What follows belongs to an exercise in optimizing a design on an open flow for small area; a production flow would make more cautious choices.
The RTL was checked by simulation tests, not by an equivalence proof against the original design.
No activity file was given, so power comes from the tool's default toggle rates.

==> inputs of build 74 <==
==> flow/design.v <==
module tsb_sensor (
    input  wire        clk,
    input  wire        rst,           
    input  wire        cmd_we,
    input  wire [31:0] cmd,
    input  wire [31:0] arg,
    output wire        busy,
    output wire        done,
    output wire [7:0]  status,
    output reg  [31:0] val,
    input  wire        sns_in,
    output wire        sns_pull_low
);
    localparam [3:0] PH_IDLE       = 4'd0;
    localparam [3:0] PH_TMR_WAIT   = 4'd1;
    localparam [3:0] PH_IDLE_CHECK = 4'd2;
    localparam [3:0] PH_REQ_START  = 4'd3;
    localparam [3:0] PH_REQ_HOLD   = 4'd4;
    localparam [3:0] PH_POST_WAIT  = 4'd5;
    localparam [3:0] PH_ACK_LOW    = 4'd6;
    localparam [3:0] PH_ACK_HIGH   = 4'd7;
    localparam [3:0] PH_BIT_LOW    = 4'd11;
    localparam [3:0] PH_BIT_HIGH   = 4'd9;
    localparam [3:0] PH_DECODE     = 4'd10;
    localparam [3:0] PH_DONE       = 4'd8;     
    reg  [3:0]  phase;
    reg  [31:0] cnt;             
    reg  [13:0] win;             
    reg  [7:0]  fb4;             
    reg  [2:0]  st;              
    reg         sns_meta, sns_sync;
    wire   idle         = (phase == PH_IDLE) | (phase == PH_DONE);
    assign busy         = ~idle;
    assign done         = (phase == PH_DONE);
    assign sns_pull_low = (phase == PH_REQ_HOLD);
    assign status       = {4'd0, st[2], 1'b0, st[1:0]};
    wire s = sns_sync;
    always @(posedge clk) begin
        sns_meta <= sns_in;
        sns_sync <= sns_meta;
    end
    wire cmd_hi0   = (cmd[23:0] == 24'd0);
    wire is_elap   = cmd_hi0 & (cmd[31:24] == 8'h01);
    wire is_rwait  = cmd_hi0 & (cmd[31:24] == 8'h02);
    wire is_sns    = cmd_hi0 & (cmd[31:24] == 8'h10);
    wire start     = idle & cmd_we;
    wire hold_end  = cnt[16] & cnt[15] & cnt[10] & cnt[9] & cnt[7] & cnt[5];
    wire post_end  = cnt[8] & cnt[7] & cnt[4];
    wire cnt_eq = &(cnt | ~val);
    wire timeout   = win[13] & win[10] & win[9] & win[8] & win[4];    
    wire long_bit  = win[9] | (win[8] & win[7] & win[6] & win[5] & win[4] & (win[3] | win[2]));
    wire in_bit    = (phase == PH_BIT_HIGH) ? long_bit : hold_end;
    wire shift     = (phase == PH_REQ_HOLD) | ((phase == PH_BIT_HIGH) & ~s);
    reg  [7:0] csum;
    wire       mism = (csum != fb4);
    always @(posedge clk) begin
        if (phase == PH_REQ_HOLD)
            csum <= 8'd0;
        else if (shift)
            csum <= {csum[6:0], 1'b0} + fb4[7] + val[7] + val[15] + val[23];
    end
    always @(posedge clk) begin
        if ((start & is_rwait) | ((phase == PH_IDLE_CHECK) & s) |
            ((phase == PH_REQ_HOLD) & hold_end))
            cnt <= 32'd0;
        else
            cnt <= cnt + 32'd1;
    end
    always @(posedge clk) begin
        if ((phase == PH_IDLE_CHECK) | (phase == PH_ACK_HIGH) | (phase == PH_BIT_HIGH) |
            ((phase == PH_ACK_LOW) & ~s))
            win <= win + {13'd0, ~((phase == PH_BIT_HIGH) & win[9])};
        else
            win <= 14'd0;
    end
    wire        ld_cnt  = start & cmd[24];
    wire        ld_arg  = start & ~cmd[24];
    wire        ld_mism = ~start & ~shift & (phase == PH_DECODE) & mism;
    wire        hold    = ~start & ~shift & ~((phase == PH_DECODE) & mism);
    wire [39:0] frame_sh = {val[30:0], fb4, in_bit};
    always @(posedge clk) begin
        val <= ({32{ld_cnt}} & cnt) | ({32{ld_arg}} & arg) |
               ({32{shift & ~start}} & frame_sh[39:8]) |
               ({32{ld_mism}} & {16'd0, csum, fb4}) | ({32{hold}} & val);
    end
    always @(posedge clk) begin
        if (shift)
            fb4 <= frame_sh[7:0];
    end
    always @(posedge clk) begin
        if (rst) begin
            phase <= PH_IDLE;
            st    <= 3'd0;
        end else begin
            case (phase)
            PH_IDLE, PH_DONE: begin
                phase <= PH_IDLE;
                if (cmd_we) begin
                    if (is_elap) begin
                        st   <= 3'd0;
                        phase <= PH_DONE;
                    end else if (is_rwait) begin
                        phase <= PH_TMR_WAIT;
                    end else if (is_sns) begin
                        phase <= PH_IDLE_CHECK;
                    end else begin
                        st   <= 3'b100;
                        phase <= PH_DONE;
                    end
                end
            end
            PH_TMR_WAIT: begin
                if (cnt_eq) begin
                    st    <= 3'd0;
                    phase <= PH_DONE;
                end
            end
            PH_IDLE_CHECK: begin
                if (s) begin
                    phase <= PH_REQ_START;
                end else if (timeout) begin
                    st    <= 3'd1;
                    phase <= PH_DONE;
                end
            end
            PH_REQ_START: phase <= PH_REQ_HOLD;
            PH_REQ_HOLD:  if (hold_end) phase <= PH_POST_WAIT;
            PH_POST_WAIT: if (post_end) phase <= PH_ACK_LOW;
            PH_ACK_LOW, PH_ACK_HIGH: begin
                if (timeout) begin
                    st    <= 3'd2;
                    phase <= PH_DONE;
                end else if (s == (phase == PH_ACK_LOW)) begin
                    phase <= (phase == PH_ACK_LOW) ? PH_ACK_HIGH : PH_BIT_LOW;
                end
            end
            PH_BIT_LOW: if (s) phase <= PH_BIT_HIGH;
            PH_BIT_HIGH: begin
                if (!s) phase <= val[31] ? PH_DECODE : PH_BIT_LOW;
            end
            PH_DECODE: begin
                st    <= mism ? 3'd3 : 3'd0;
                phase <= PH_DONE;
            end
            default: phase <= PH_IDLE;
            endcase
        end
    end
endmodule
==> flow/flow/run.sh <==
#!/bin/bash
# Layout: the standard flow (standard.sh) with these changes:
#  - synthesis: flow/my_synth.tcl, the standard synthesis script with an
#    area-oriented abc script (flow/abc.script) and only full adders
#    extracted; the registers are made exactly as in the standard synthesis;
#  - the port buffers use the smallest buffer cell (buf_1);
#  - clock tree: clkbuf_8 buffers, without dummy loads.
# Each tool's full output stays in orfs/logs/; make's output is in standard.log.
set -euo pipefail
here=$(pwd)
bash standard.sh "SYNTH_SCRIPT=$here/flow/my_synth.tcl" \
  "BUFFER_PORTS_ARGS=-buffer_cell sky130_fd_sc_hd__buf_1" \
  "CTS_ARGS=-sink_clustering_enable -repair_clock_nets -buf_list sky130_fd_sc_hd__clkbuf_8 -dont_use_dummy_load" \
  finish > standard.log 2>&1
==> flow/flow/abc.script <==
strash
&get -n
&fraig -x
&put
scorr
dc2
strash
&get -n
&deepsyn -T 20
&put
dch -f
amap
==> flow/flow/my_synth.tcl <==
# The standard synthesis script (synth_recipe.tcl) with two changes that
# touch only the combinational logic; the registers come out exactly as in the
# standard synthesis:
#  - abc maps the logic with abc.script (beside this file), an area-oriented
#    script, instead of ORFS's delay-oriented one;
#  - the adder step extracts only full adders (fa cells), no half adders, so
#    abc maps the counters' increment logic;
#  - the buffers on pass-through and constant outputs are buf_1, not buf_4.
proc synth {args} { yosys synth -nofsm -noshare {*}$args }
set my_abc_script [file join [file dirname [file normalize [info script]]] abc.script]
proc abc {args} {
  set i [lsearch -exact $args -script]
  if { $i >= 0 } { set args [lreplace $args [expr {$i + 1}] [expr {$i + 1}] $::my_abc_script] }
  yosys abc {*}$args
}
proc extract_fa {args} { yosys extract_fa -fa }
set ::env(MIN_BUF_CELL_AND_PORTS) "sky130_fd_sc_hd__buf_1 A X"
source $::env(SCRIPTS_DIR)/synth.tcl
# left out here: clear keep_hierarchy, flatten, clean up, hide names made inside functions, write 1_2_yosys.v
==> flow/standard.sh <==
#!/bin/bash
# synth_recipe.tcl (not shown) runs the flow's synth.tcl, then flattens the netlist and writes it again
# the make line also repeats each setting of config.mk as NAME=value (left out here)
make -C /OpenROAD-flow-scripts/flow DESIGN_CONFIG=/design/flow/config.mk WORK_HOME=/design/flow/orfs CLKGATE_MAP_FILE= SYNTH_SCRIPT=/design/flow/synth_recipe.tcl "${@:-finish}"
==> flow/config.mk <==
export PLATFORM = sky130hd
export DESIGN_NAME = tsb_sensor
export DESIGN_NICKNAME = tsb_sensor
export VERILOG_FILES = /design/flow/design.v
export SDC_FILE = /design/flow/constraint.sdc
export NUM_CORES = 4
export LEC_CHECK = 0
export CAP_MARGIN = 20
export CORE_MARGIN = 2
export CORE_UTILIZATION = 40
export SLEW_MARGIN = 20
==> flow/constraint.sdc <==
create_clock -name core_clock -period 10.0 [get_ports {clk}]
set_input_delay 2.0000 -clock core_clock [delete_from_list [all_inputs] [get_ports {clk}]]
set_output_delay 2.0000 -clock core_clock [all_outputs]
set_load 0.01 [all_outputs]
==> inputs of trial 21, as changes to build 74 <==
--- a/flow/design.v
+++ b/flow/design.v
@@ -27,4 +27,5 @@
     reg  [31:0] cnt;             
     reg  [13:0] win;             
+    reg         lng;             
     reg  [7:0]  fb4;             
     reg  [2:0]  st;              
@@ -48,6 +49,7 @@
     wire post_end  = cnt[8] & cnt[7] & cnt[4];
     wire cnt_eq = &(cnt | ~val);
-    wire timeout   = win[13] & win[10] & win[9] & win[8] & win[4];    
-    wire long_bit  = win[9] | (win[8] & win[7] & win[6] & win[5] & win[4] & (win[3] | win[2]));
+    wire timeout   = ((win & 14'b01101111111111) == 14'b00001101101010);    
+    wire at500     = ((win & 14'b10010010110100) == 14'b00010010100000);    
+    wire long_bit  = lng | at500;                                      
     wire in_bit    = (phase == PH_BIT_HIGH) ? long_bit : hold_end;
     wire shift     = (phase == PH_REQ_HOLD) | ((phase == PH_BIT_HIGH) & ~s);
@@ -70,7 +72,13 @@
         if ((phase == PH_IDLE_CHECK) | (phase == PH_ACK_HIGH) | (phase == PH_BIT_HIGH) |
             ((phase == PH_ACK_LOW) & ~s))
-            win <= win + {13'd0, ~((phase == PH_BIT_HIGH) & win[9])};
+            win <= {win[12:0], ~(win[13] ^ win[12] ^ win[11] ^ win[1])};
         else
             win <= 14'd0;
+    end
+    always @(posedge clk) begin
+        if (phase == PH_BIT_LOW)
+            lng <= 1'b0;
+        else if (at500)
+            lng <= 1'b1;
     end
     wire        ld_cnt  = start & cmd[24];
--- a/flow/flow/my_synth.tcl
+++ b/flow/flow/my_synth.tcl
@@ -1,3 +1,3 @@
-# The standard synthesis script (synth_recipe.tcl) with two changes that
+# The standard synthesis script (synth_recipe.tcl) with three changes that
 # touch only the combinational logic; the registers come out exactly as in the
 # standard synthesis:
==> summary.md <==
| Metric | Value |
|---|---|
| Status | complete, no violations |
| Global Route met1 Usage | 0.314 |
| Worst vdd ir | 0.126 mV |
| First-pass GRT wire length | 20100 um |
| Vias/cell | 5.64 |
| Wire length on met2 | 5710 um |
(the above is from trial 21)
==> summary.md <==
| Metric | Value |
|---|---|
| Vias/cell | 5.66 |
| Global Route met1 Usage | 0.314 |
| Worst vdd ir | 0.0842 mV |
| Row count | 38 |
| Wire length on met2 | 6440 um |
| First-pass GRT wire length | 21000 um |
| Most used cell, CP | nor2_1 |
| Status | complete, no violations |
(the above is from build 74)

---

==> garnet <==
Another version of the RTL of tsb_sensor (not shown whole).
==> module tsb_sensor, before the edit <==
module tsb_sensor (
    input  wire        clk,
    input  wire        rst,           
    input  wire        cmd_we,
    input  wire [31:0] cmd,
    input  wire [31:0] arg,
    output wire        busy,
    output wire        done,
    output wire [7:0]  status,
    output reg  [31:0] val,
    input  wire        sns_in,
    output wire        sns_pull_low
);
    localparam [3:0] PH_IDLE       = 4'd0;
    localparam [3:0] PH_TMR_WAIT   = 4'd1;
    localparam [3:0] PH_IDLE_CHECK = 4'd2;
    localparam [3:0] PH_REQ_START  = 4'd3;
    localparam [3:0] PH_REQ_HOLD   = 4'd4;
    localparam [3:0] PH_POST_WAIT  = 4'd5;
    localparam [3:0] PH_ACK_LOW    = 4'd6;
    localparam [3:0] PH_ACK_HIGH   = 4'd7;
    localparam [3:0] PH_BIT_LOW    = 4'd11;
    localparam [3:0] PH_BIT_HIGH   = 4'd9;
    localparam [3:0] PH_DECODE     = 4'd10;
    localparam [3:0] PH_DONE       = 4'd8;     
    reg  [3:0]  phase;
    reg  [31:0] cnt;             
    reg  [13:0] win;             
    reg         lng;             
    reg  [7:0]  fb4;             
    reg  [2:0]  st;              
    reg         sns_meta, sns_sync;
    wire   idle         = (phase == PH_IDLE) | (phase == PH_DONE);
    assign busy         = ~idle;
    assign done         = (phase == PH_DONE);
    assign sns_pull_low = (phase == PH_REQ_HOLD);
    assign status       = {4'd0, st[2], 1'b0, st[1:0]};
    wire s = sns_sync;
    always @(posedge clk) begin
        sns_meta <= sns_in;
        sns_sync <= sns_meta;
    end
    wire cmd_hi0   = (cmd[23:0] == 24'd0);
    wire is_elap   = cmd_hi0 & (cmd[31:24] == 8'h01);
    wire is_rwait  = cmd_hi0 & (cmd[31:24] == 8'h02);
    wire is_sns    = cmd_hi0 & (cmd[31:24] == 8'h10);
    wire start     = idle & cmd_we;
    wire hold_end  = cnt[16] & cnt[15] & cnt[10] & cnt[9] & cnt[7] & cnt[5];
    wire post_end  = cnt[8] & cnt[7] & cnt[4];
    wire cnt_eq    = &(cnt | ~val);
    wire timeout   = ((win & 14'b01101111111111) == 14'b00001101101010);    
    wire at500     = ((win & 14'b10010010110100) == 14'b00010010100000);    
    wire long_bit  = lng | at500;                                      
    wire in_bit    = (phase == PH_BIT_HIGH) ? long_bit : hold_end;
    wire shift     = (phase == PH_REQ_HOLD) | ((phase == PH_BIT_HIGH) & ~s);
    reg  [7:0] csum;
    wire       mism = (csum != fb4);
    always @(posedge clk) begin
        if (phase == PH_REQ_HOLD)
            csum <= 8'd0;
        else if (shift)
            csum <= {csum[6:0], 1'b0} + fb4[7] + val[7] + val[15] + val[23];
    end
    always @(posedge clk) begin
        if ((start & is_rwait) | ((phase == PH_IDLE_CHECK) & s) |
            ((phase == PH_REQ_HOLD) & hold_end))
            cnt <= 32'd0;
        else
            cnt <= cnt + 32'd1;
    end
    always @(posedge clk) begin
        if ((phase == PH_IDLE_CHECK) | (phase == PH_ACK_HIGH) | (phase == PH_BIT_HIGH) |
            ((phase == PH_ACK_LOW) & ~s))
            win <= {win[12:0], ~(win[13] ^ win[12] ^ win[11] ^ win[1])};
        else
            win <= 14'd0;
    end
    always @(posedge clk) begin
        if (phase == PH_BIT_LOW)
            lng <= 1'b0;
        else if (at500)
            lng <= 1'b1;
    end
    wire        ld_cnt  = start & cmd[24];
    wire        ld_arg  = start & ~cmd[24];
    wire        ld_mism = ~start & ~shift & (phase == PH_DECODE) & mism;
    wire        hold    = ~start & ~shift & ~((phase == PH_DECODE) & mism);
    wire [39:0] frame_sh = {val[30:0], fb4, in_bit};
    always @(posedge clk) begin
        val <= ({32{ld_cnt}} & cnt) | ({32{ld_arg}} & arg) |
               ({32{shift & ~start}} & frame_sh[39:8]) |
               ({32{ld_mism}} & {16'd0, csum, fb4}) | ({32{hold}} & val);
    end
    always @(posedge clk) begin
        if (shift)
            fb4 <= frame_sh[7:0];
    end
    always @(posedge clk) begin
        if (rst) begin
            phase <= PH_IDLE;
            st    <= 3'd0;
        end else begin
            case (phase)
            PH_IDLE, PH_DONE: begin
                phase <= PH_IDLE;
                if (cmd_we) begin
                    if (is_elap) begin
                        st   <= 3'd0;
                        phase <= PH_DONE;
                    end else if (is_rwait) begin
                        phase <= PH_TMR_WAIT;
                    end else if (is_sns) begin
                        phase <= PH_IDLE_CHECK;
                    end else begin
                        st   <= 3'b100;
                        phase <= PH_DONE;
                    end
                end
            end
            PH_TMR_WAIT: begin
                if (cnt_eq) begin
                    st    <= 3'd0;
                    phase <= PH_DONE;
                end
            end
            PH_IDLE_CHECK: begin
                if (s) begin
                    phase <= PH_REQ_START;
                end else if (timeout) begin
                    st    <= 3'd1;
                    phase <= PH_DONE;
                end
            end
            PH_REQ_START: phase <= PH_REQ_HOLD;
            PH_REQ_HOLD:  if (hold_end) phase <= PH_POST_WAIT;
            PH_POST_WAIT: if (post_end) phase <= PH_ACK_LOW;
            PH_ACK_LOW, PH_ACK_HIGH: begin
                if (timeout) begin
                    st    <= 3'd2;
                    phase <= PH_DONE;
                end else if (s == (phase == PH_ACK_LOW)) begin
                    phase <= (phase == PH_ACK_LOW) ? PH_ACK_HIGH : PH_BIT_LOW;
                end
            end
            PH_BIT_LOW: if (s) phase <= PH_BIT_HIGH;
            PH_BIT_HIGH: begin
                if (!s) phase <= val[31] ? PH_DECODE : PH_BIT_LOW;
            end
            PH_DECODE: begin
                st    <= mism ? 3'd3 : 3'd0;
                phase <= PH_DONE;
            end
            default: phase <= PH_IDLE;
            endcase
        end
    end
endmodule
clock: 10.0 ns
lec_check: 0
cap_margin: 20
core_margin: 2
core_utilization: 40
slew_margin: 20
standard.sh (not shown) runs the stock make flow with config.mk's settings and CLKGATE_MAP_FILE= SYNTH_SCRIPT=/design/flow/synth_recipe.tcl, a recipe that flattens the netlist after the stock synthesis.
==> flow/flow/run.sh <==
#!/bin/bash
# Layout: the standard flow (standard.sh) with these changes:
#  - synthesis: flow/my_synth.tcl, the standard synthesis script with an
#    area-oriented abc script (flow/abc.script) and only full adders
#    extracted; the registers are made exactly as in the standard synthesis;
#  - the port buffers use the smallest buffer cell (buf_1);
#  - clock tree: clkbuf_4 buffers under a clkbuf_8 root, without dummy loads.
# Each tool's full output stays in orfs/logs/; make's output is in standard.log.
set -euo pipefail
here=$(pwd)
bash standard.sh "SYNTH_SCRIPT=$here/flow/my_synth.tcl" \
  "BUFFER_PORTS_ARGS=-buffer_cell sky130_fd_sc_hd__buf_1" \
  "CTS_ARGS=-sink_clustering_enable -buf_list sky130_fd_sc_hd__clkbuf_4 -root_buf sky130_fd_sc_hd__clkbuf_8 -dont_use_dummy_load" \
  finish > standard.log 2>&1
==> flow/flow/abc.script <==
strash
&get -n
&fraig -x
&put
scorr
dc2
strash
&get -n
&deepsyn -T 20
&put
dch -f
amap
==> flow/flow/my_synth.tcl <==
# The standard synthesis script (synth_recipe.tcl) with three changes that
# touch only the combinational logic; the registers come out exactly as in the
# standard synthesis:
#  - abc maps the logic with abc.script (beside this file), an area-oriented
#    script, instead of ORFS's delay-oriented one;
#  - the adder step extracts only full adders (fa cells), no half adders, so
#    abc maps the counters' increment logic;
#  - the buffers on pass-through and constant outputs are buf_1, not buf_4.
proc synth {args} { yosys synth -nofsm -noshare {*}$args }
set my_abc_script [file join [file dirname [file normalize [info script]]] abc.script]
proc abc {args} {
  set i [lsearch -exact $args -script]
  if { $i >= 0 } { set args [lreplace $args [expr {$i + 1}] [expr {$i + 1}] $::my_abc_script] }
  yosys abc {*}$args
}
proc extract_fa {args} { yosys extract_fa -fa }
set ::env(MIN_BUF_CELL_AND_PORTS) "sky130_fd_sc_hd__buf_1 A X"
source $::env(SCRIPTS_DIR)/synth.tcl
# left out here: clear keep_hierarchy, flatten, clean up, hide names made inside functions, write 1_2_yosys.v
==> inputs of nickel, as changes to garnet <==
==> flow/design.v, changed modules only <==
module tsb_sensor (
    input  wire        clk,
    input  wire        rst,           
    input  wire        cmd_we,
    input  wire [31:0] cmd,
    input  wire [31:0] arg,
    output wire        busy,
    output reg         done,
    output wire [7:0]  status,
    output reg  [31:0] val,
    input  wire        sns_in,
    output wire        sns_pull_low
);
    localparam [3:0] PH_IDLE       = 4'd0;
    localparam [3:0] PH_TMR_WAIT   = 4'd1;
    localparam [3:0] PH_IDLE_CHECK = 4'd2;
    localparam [3:0] PH_REQ_START  = 4'd3;
    localparam [3:0] PH_REQ_HOLD   = 4'd4;
    localparam [3:0] PH_POST_WAIT  = 4'd5;
    localparam [3:0] PH_ACK_LOW    = 4'd6;
    localparam [3:0] PH_ACK_HIGH   = 4'd7;
    localparam [3:0] PH_BIT_LOW    = 4'd8;
    localparam [3:0] PH_BIT_HIGH   = 4'd9;
    localparam [3:0] PH_DECODE     = 4'd10;
    reg  [3:0]  phase;
    reg  [31:0] cnt;             
    reg  [13:0] win;             
    reg  [7:0]  fb4;             
    reg  [2:0]  st;              
    reg         sns_meta, sns_sync;
    assign busy         = (phase != PH_IDLE);
    assign sns_pull_low = (phase == PH_REQ_HOLD);
    assign status       = {4'd0, st[2], 1'b0, st[1:0]};
    wire s = sns_sync;
    always @(posedge clk) begin
        sns_meta <= sns_in;
        sns_sync <= sns_meta;
    end
    wire cmd_hi0   = (cmd[23:0] == 24'd0);
    wire is_elap   = cmd_hi0 & (cmd[31:24] == 8'h01);
    wire is_rwait  = cmd_hi0 & (cmd[31:24] == 8'h02);
    wire is_sns    = cmd_hi0 & (cmd[31:24] == 8'h10);
    wire start     = (phase == PH_IDLE) & cmd_we;
    wire hold_end  = cnt[16] & cnt[15] & cnt[10] & cnt[9] & cnt[7] & cnt[5];
    wire post_end  = cnt[8] & cnt[7] & cnt[4];
    wire cnt_eq = &(cnt | ~val);
    wire timeout   = win[13] & win[10] & win[9] & win[8] & win[4];    
    wire long_bit  = (win >= 14'd500);                                
    wire in_bit    = (phase == PH_BIT_HIGH) ? long_bit : hold_end;
    wire shift     = (phase == PH_REQ_HOLD) | ((phase == PH_BIT_HIGH) & ~s);
    wire [7:0] csum = val[31:24] + val[23:16] + val[15:8] + val[7:0];
    wire       mism = (csum != fb4);
    always @(posedge clk) begin
        if ((start & is_rwait) | ((phase == PH_IDLE_CHECK) & s) |
            ((phase == PH_REQ_HOLD) & hold_end))
            cnt <= 32'd0;
        else
            cnt <= cnt + 32'd1;
    end
    always @(posedge clk) begin
        if ((phase == PH_IDLE_CHECK) | (phase == PH_ACK_HIGH) | (phase == PH_BIT_HIGH) |
            ((phase == PH_ACK_LOW) & ~s))
            win <= win + {13'd0, ~((phase == PH_BIT_HIGH) & win[9])};
        else
            win <= 14'd0;
    end
    always @(posedge clk) begin
        if (start) begin
            val <= cmd[24] ? cnt : arg;    
        end else if (shift) begin
            {val, fb4} <= {val[30:0], fb4, in_bit};
        end else if ((phase == PH_DECODE) & mism) begin
            val <= {16'd0, csum, fb4};
        end
    end
    always @(posedge clk) begin
        if (rst) begin
            phase <= PH_IDLE;
            done  <= 1'b0;
            st    <= 3'd0;
        end else begin
            done <= 1'b0;
            case (phase)
            PH_IDLE: begin
                if (cmd_we) begin
                    if (is_elap) begin
                        st   <= 3'd0;
                        done <= 1'b1;
                    end else if (is_rwait) begin
                        phase <= PH_TMR_WAIT;
                    end else if (is_sns) begin
                        phase <= PH_IDLE_CHECK;
                    end else begin
                        st   <= 3'b100;
                        done <= 1'b1;
                    end
                end
            end
            PH_TMR_WAIT: begin
                if (cnt_eq) begin
                    st    <= 3'd0;
                    done  <= 1'b1;
                    phase <= PH_IDLE;
                end
            end
            PH_IDLE_CHECK: begin
                if (s) begin
                    phase <= PH_REQ_START;
                end else if (timeout) begin
                    st    <= 3'd1;
                    done  <= 1'b1;
                    phase <= PH_IDLE;
                end
            end
            PH_REQ_START: phase <= PH_REQ_HOLD;
            PH_REQ_HOLD:  if (hold_end) phase <= PH_POST_WAIT;
            PH_POST_WAIT: if (post_end) phase <= PH_ACK_LOW;
            PH_ACK_LOW, PH_ACK_HIGH: begin
                if (timeout) begin
                    st    <= 3'd2;
                    done  <= 1'b1;
                    phase <= PH_IDLE;
                end else if (s == (phase == PH_ACK_LOW)) begin
                    phase <= (phase == PH_ACK_LOW) ? PH_ACK_HIGH : PH_BIT_LOW;
                end
            end
            PH_BIT_LOW: if (s) phase <= PH_BIT_HIGH;
            PH_BIT_HIGH: begin
                if (!s) phase <= val[31] ? PH_DECODE : PH_BIT_LOW;
            end
            PH_DECODE: begin
                st    <= mism ? 3'd3 : 3'd0;
                done  <= 1'b1;
                phase <= PH_IDLE;
            end
            default: phase <= PH_IDLE;
            endcase
        end
    end
endmodule
==> flow/flow/run.sh (replaced) <==
#!/bin/bash
# Layout: the standard flow (standard.sh) with these changes:
#  - synthesis: the standard synthesis script, but the combinational logic is
#    mapped by flow/abc.script (area-oriented) and the separate adder-cell step
#    is skipped; the registers are made exactly as in the standard synthesis;
#  - the port buffers use the smallest buffer cell (buf_1);
#  - clock tree: clkbuf_8 buffers, without dummy loads.
# Each tool's full output stays in orfs/logs/; make's output is in standard.log.
set -euo pipefail
here=$(pwd)
export FLOW_NO_ADDER_STEP=1
bash standard.sh "SYNTH_SCRIPT=$here/flow/my_synth.tcl" \
  "BUFFER_PORTS_ARGS=-buffer_cell sky130_fd_sc_hd__buf_1" \
  "CTS_ARGS=-sink_clustering_enable -repair_clock_nets -buf_list sky130_fd_sc_hd__clkbuf_8 -dont_use_dummy_load" \
  finish > standard.log 2>&1
==> flow/flow/my_synth.tcl (replaced) <==
proc synth {args} { yosys synth -nofsm -noshare {*}$args }
# The standard synthesis, with the combinational mapping done by abc.script beside this file.
set my_abc_script [file join [file dirname [file normalize [info script]]] abc.script]
proc abc {args} {
  set i [lsearch -exact $args -script]
  if { $i >= 0 } { set args [lreplace $args [expr {$i + 1}] [expr {$i + 1}] $::my_abc_script] }
  yosys abc {*}$args
}
if {[info exists ::env(FLOW_NO_ADDER_STEP)]} { unset ::env(ADDER_MAP_FILE) }
source $::env(SCRIPTS_DIR)/synth.tcl
# left out here: clear keep_hierarchy, flatten, clean up, hide names made inside functions, write 1_2_yosys.v
==> summary.md <==
| Metric | Value |
|---|---|
| Most frequent cells in the layout | 108 x nor2_1, 105 x buf_1, 78 x clkinv_1 |
| Worst reg2reg endpoint | val[15]$_DFFE_PP_ |
| Sw power | 225 uW |
| PwrDens | 136 nW/um^2 |
| Sequential share of cell area | 0.411 |
| Clock Skews | 0.0206 ns |
| DR vias | 4984 |
| Clk latency of the worst-skew pair | 0.39 ns |
| DR WL/cell | 17.5 um |
| Critical path arrival | 5.16 ns |
| FILL cells | 1228 |
| Largest stage delay, worst path | 0.44 ns |
| Multi-input gates | 432 |
| WL final | 15.3 mm |
| CP Data Required Time | 10.02 ns |
| Outcome | complete, no violations |
[end of results for nickel]
==> summary.md <==
| Metric | Value |
|---|---|
| DR WL/cell | 16.5 um |
| Dpl cell area | 5030 sq um |
| Busiest layer in global routing | met2 |
| Clock Skews | 0.0344 ns |
| Synth Flop Type | dfxtp_1 |
| CP Data Required Time | 10.27 ns |
| Most common cell after layout, fill and taps aside | buf_1 |
| DR vias | 4349 |
| Vias per cell | 5.64 |
| Setup TNS | 0 ns |
| WL final | 12.7 mm |
| CP endpoint | cnt[31]$_SDFF_PP0_ |
| Largest stage delay, worst path | 0.40 ns |
| Flop pwr share | 0.473 |
| Outcome | complete, no violations |
| FILL cells | 1080 |
| Multi-input gates | 327 |
| Sequential share of cell area | 0.420 |
| Critical path arrival | 5.19 ns |
| PwrDens | 301 nW/um^2 |
| Final hold slack | 0.367 ns |
[end of results for garnet]

## port drivers added, routing unchanged
In the flow no input, the clock included, has a driving cell. The finished layouts below were timed again as built, in two steps. Step 1, drivers: a clkbuf_16 drives clk and a buf_2 each remaining input, both assumed. Step 2 moves the port delays by t, midway between the first and last clock arrival at a register: inputs arrive t later, outputs are due t later. That takes back most of the time a late clock gives input paths. a / b / c = ideal / step 1 / step 2; a / b = the first two.
| run | t, ns | slack for setup (ns) | hold WS [ns] | worst setup path after step 2 | worst data-port slew with drivers (ns) |
|---|---|---|---|---|---|
| build 74 | 0.400 | 4.663 / 4.663 / 4.663 | 0.336 / 0.336 / 0.336 | register to register | 0.05 |
| trial 21 | 0.385 | 5.083 / 5.083 / 5.083 | 0.367 / 0.367 / 0.367 | register to register | 0.04 |
| garnet | 0.385 | 5.083 / 5.083 / 5.083 | 0.367 / 0.367 / 0.367 | register to register | 0.04 |
| nickel | 0.408 | 4.864 / 4.864 / 4.864 | 0.344 / 0.344 / 0.344 | register to register | 0.04 |
After both steps setup and hold are still met in every run listed.
